This is an optimization exercise on Yosys and OpenROAD, whose aim is small area, a short achievable clock period and few clock cycles per item, not a production implementation.
The RTL was checked by simulation tests, not by an equivalence proof against the original design.
Power figures rest on the tool's default switching activity, not on a simulated workload.

==> flow/design.v (excerpt) <==
module hashed_core (
    input  wire        clk,
    input  wire        rst,
    input  wire        cmd_valid,
    output wire        cmd_ready,
    input  wire [7:0]  cmd_op,
    input  wire [31:0] cmd_arg,
    output wire        mem_rd,
    output wire [15:0] mem_addr,
    input  wire [7:0]  mem_rdata,
    output wire [11:0] status,
    output wire [4:0]  digest_count,
    input  wire [4:0]  digest_idx,
    output wire [31:0] digest_data
);
export LEC_CHECK = 0
export CAP_MARGIN = 20
export CORE_MARGIN = 2
export CORE_UTILIZATION = 62
export CTS_CLUSTER_DIAMETER = 80
export CTS_CLUSTER_SIZE = 26
export SETUP_SLACK_MARGIN = 4.6
export SLEW_MARGIN = 20
create_clock -name core_clock -period 10.0 [get_ports {clk}]
run.sh (not shown) runs the stock make flow with config.mk's settings and CLKGATE_MAP_FILE= SYNTH_SCRIPT=/design/flow/synth_recipe.tcl, a recipe that flattens the netlist after the stock synthesis.
Testbench counts at the start, summed over its fixed seeds: cycles 61,940, bytes 55,928.
Edit:
--- a/flow/design.v
+++ b/flow/design.v
@@ -38,18 +38,18 @@
     reg        rbig;            
     reg [7:0]  q [0:QN-1];
     reg [3:0]  qn;
     reg        rd;
     reg [15:0] raddr;
     reg [15:0] rrem;            
     reg        vld;             
     reg [31:0] phys [0:19];
-    reg [NG-1:0] gh;            
-    reg [GB-1:0] g;
+    reg [GB-1:0] lab [0:NG-1];  
+    wire [GB-1:0] g = lab[0];
     reg  [19:0]   vb;           
     reg [4:0]  len;
     reg [4:0]  cur;
     reg        pend_v;
     reg [31:0] pend;            
     reg        seen0;
     reg [GB-1:0] mc;
     reg        ms;
@@ -59,20 +59,17 @@
     assign status       = {fault_code, 3'b000, fault, fin, has_anchor, phase};
     assign digest_count = len;
     reg  [19:0] sel;
     reg  [NG-1:0] gsel;
     reg  [31:0] dd;
     integer m, jj;
     always @(*) begin
         for (m = 0; m < NG; m = m + 1) begin
-            gsel[m] = 1'b0;
-            for (jj = 0; jj < NG; jj = jj + 1)
-                if ((digest_idx / W) == jj && gh[(jj - m + NG) % NG])
-                    gsel[m] = 1'b1;
+            gsel[m] = ((digest_idx / W) == lab[m]);
             for (jj = 0; jj < W; jj = jj + 1)
                 sel[W*m+jj] = gsel[m] && ((digest_idx % W) == jj) && vb[W*m+jj];
         end
         dd = 32'd0;
         for (m = 0; m < 20; m = m + 1)
             dd = dd | (phys[m] & {32{sel[m]}});
     end
     assign digest_data = dd;
@@ -226,25 +223,26 @@
     always @(posedge clk) begin
         for (k = 0; k < 20 - W; k = k + 1)
             phys[k] <= phys[k+W];
         for (k = 0; k < W; k = k + 1)
             phys[20-W+k] <= tail_in[k];
     end
     always @(posedge clk) begin
         if (rst) begin
-            g  <= 0;
-            gh <= 1;
+            for (k = 0; k < NG; k = k + 1)
+                lab[k] <= k;
             vb     <= 20'd0;
             len    <= 5'd0;
             cur    <= 5'd1;
             pend_v <= 1'b0;
         end else begin
-            g  <= (g == NG - 1) ? 0 : g + 1;
-            gh <= {gh[NG-2:0], gh[NG-1]};
+            for (k = 0; k < NG - 1; k = k + 1)
+                lab[k] <= lab[k+1];
+            lab[NG-1] <= lab[0];
             vb <= {vb[W-1:0], vb[19:W]};
             if (pend_v && op_append)
                 for (k = 0; k < W; k = k + 1)
                     if (len % W == k)
                         vb[20-W+k] <= 1'b1;
             if (pend_v) begin
                 seen0 <= seen0 || (g == 0);
                 if (mc != NG)
Result: The new run went through all stages and came out clean; area after synthesis came out higher by 2.2%; core utilization came out higher by 0.14 points; global-route usage came out higher by 1.6 points; via count came out higher by 0.42%; power came out higher by 3.4%; clock skew stays flat; design area came out higher by 2.5%; routed wire length came out higher by 4.6%; critical path depth came out lower by 5; sequential cell count came out higher by 26.
Testbench counts after the change, summed over its fixed seeds: cycles 61,940, bytes 55,928.


Setup of main:
Another version of the RTL of hashed_core (not shown whole).
For scale: roughly 900 flip-flops, ~0.036 mm² of cells after synthesis.
Settings: LEC_CHECK=0, CAP_MARGIN=20, CORE_MARGIN=2, CORE_UTILIZATION=60, SETUP_SLACK_MARGIN=4.3, SLEW_MARGIN=20; clock period 10.0 ns.
Testbench counts of main, summed over its fixed seeds: cycles 61,940, bytes 55,928.
Input changes introduced in the feature branch (baseline for comparison: main):
--- a/flow/design.v
+++ b/flow/design.v
@@ -39,38 +39,41 @@
     reg [7:0]  q [0:QN-1];
     reg [3:0]  qn;
     reg        rd;
     reg [15:0] raddr;
     reg [15:0] rrem;            
     reg        vld;             
     reg [31:0] phys [0:19];
-    reg [GB-1:0] lab [0:NG-1];  
-    wire [GB-1:0] g = lab[0];
+    reg [GB-1:0] g;             
     reg [4:0]  len;
     reg [4:0]  cur;
     reg        pend_v;
     reg [31:0] pend;            
     reg        seen0;
     reg [GB-1:0] mc;
     reg        ms;
     assign cmd_ready    = ready;
     assign mem_rd       = rd;
     assign mem_addr     = raddr;
     assign status       = {fault_code, 3'b000, fault, fin, has_anchor, phase};
     assign digest_count = len;
     reg  [19:0] sel;
+    wire        idx_ok = (digest_idx < len);
     reg  [NG-1:0] gsel;
+    reg  [GB:0] glab;
     reg  [31:0] dd;
     integer m, jj;
     always @(*) begin
         for (m = 0; m < NG; m = m + 1) begin
-            gsel[m] = ((digest_idx / W) == lab[m]);
+            glab = g + m;
+            if (glab >= NG)
+                glab = glab - NG;
+            gsel[m] = ((digest_idx / W) == glab);
             for (jj = 0; jj < W; jj = jj + 1)
-                sel[W*m+jj] = gsel[m] && ((digest_idx % W) == jj) &&
-                              (W * lab[m] + jj < len);
+                sel[W*m+jj] = gsel[m] && ((digest_idx % W) == jj) && idx_ok;
         end
         dd = 32'd0;
         for (m = 0; m < 20; m = m + 1)
             dd = dd | (phys[m] & {32{sel[m]}});
     end
     assign digest_data = dd;
     wire [7:0] b   = q[0];
@@ -224,23 +227,20 @@
         for (k = 0; k < 20 - W; k = k + 1)
             phys[k] <= phys[k+W];
         for (k = 0; k < W; k = k + 1)
             phys[20-W+k] <= tail_in[k];
     end
     always @(posedge clk) begin
         if (rst) begin
-            for (k = 0; k < NG; k = k + 1)
-                lab[k] <= k;
+            g      <= 0;
             len    <= 5'd0;
             cur    <= 5'd1;
             pend_v <= 1'b0;
         end else begin
-            for (k = 0; k < NG - 1; k = k + 1)
-                lab[k] <= lab[k+1];
-            lab[NG-1] <= lab[0];
+            g <= (g == NG - 1) ? 0 : g + 1;
             if (pend_v) begin
                 seen0 <= seen0 || (g == 0);
                 if (mc != NG)
                     mc <= mc + 1;
                 if (sweep_first)
                     ms <= 1'b1;
                 if (op_append)
--- outcome ---
- In the feature branch, arithmetic-cell share of the synthesized area counting full adders, half adders and majority gates is lower than in main.
- Relative to main, delay contributed by the slowest stage of the critical path decreased by 0.11 ns in the feature branch.
- Against main, detailed route wirelength on metal3 in the feature branch fell by a little under 10%.
- Looking at compound-gate portion of the synthesized area, the feature branch sits above main.
- Maximum number of pins on one net before global-route repair | the feature branch above main
- Min aggregate routed wire length across the feature branch and main: the feature branch
- In the reports for the feature branch and main, the smaller mux contribution to synthesized area belongs to main.
- Count of clock-buffer cells in the layout: higher on main
- Measured against main, the number of multi-input combinational cells in the layout of the feature branch comes out at 1.05 times the reference value.
- Worst slack at placement ends up lower on the feature branch.
- Detailed route, the feature branch vs main: via total higher for the feature branch
Testbench counts of the feature branch, summed over its fixed seeds: cycles 61,940, bytes 55,928.

## port drivers added, routing unchanged
The flow's constraints put no driver on any port. The routed layouts listed below were extracted and timed again, unchanged, in two steps. Step 1 assumes that a clkbuf_16 drives the clock port and a buf_2 every other input. Step 2 adds t to the input delays and takes it off the output delays; t is the mean of the earliest and latest rising clock arrival at the registers after step 1. Input paths then give back, and output paths get back, about the clock's delay inside the block. Three values: no drivers, after step 1, after step 2; two values: the first two.
run | t (ns) | setup slack, ns | hold WS [ns] | worst register clock-pin slew, ns
the first run of note 1 | 0.679 | 3.321 / 3.224 / 3.224 | 0.330 / 0.330 / 0.330 | 0.10 / 0.10
the second run of note 1 | 0.720 | 3.937 / 3.807 / 3.807 | 0.336 / 0.336 / 0.336 | 0.10 / 0.10
main | 0.728 | 3.663 / 3.595 / 3.595 | 0.333 / 0.333 / 0.333 | 0.07 / 0.07
the feature branch | 0.703 | 3.287 / 3.255 / 3.255 | 0.287 / 0.287 / 0.287 | 0.07 / 0.07
After both steps every run listed still meets setup and hold. The setup slack of the second run of note 1, which loses most, moves by -0.130 ns with the drivers and by -0.130 ns with both steps.
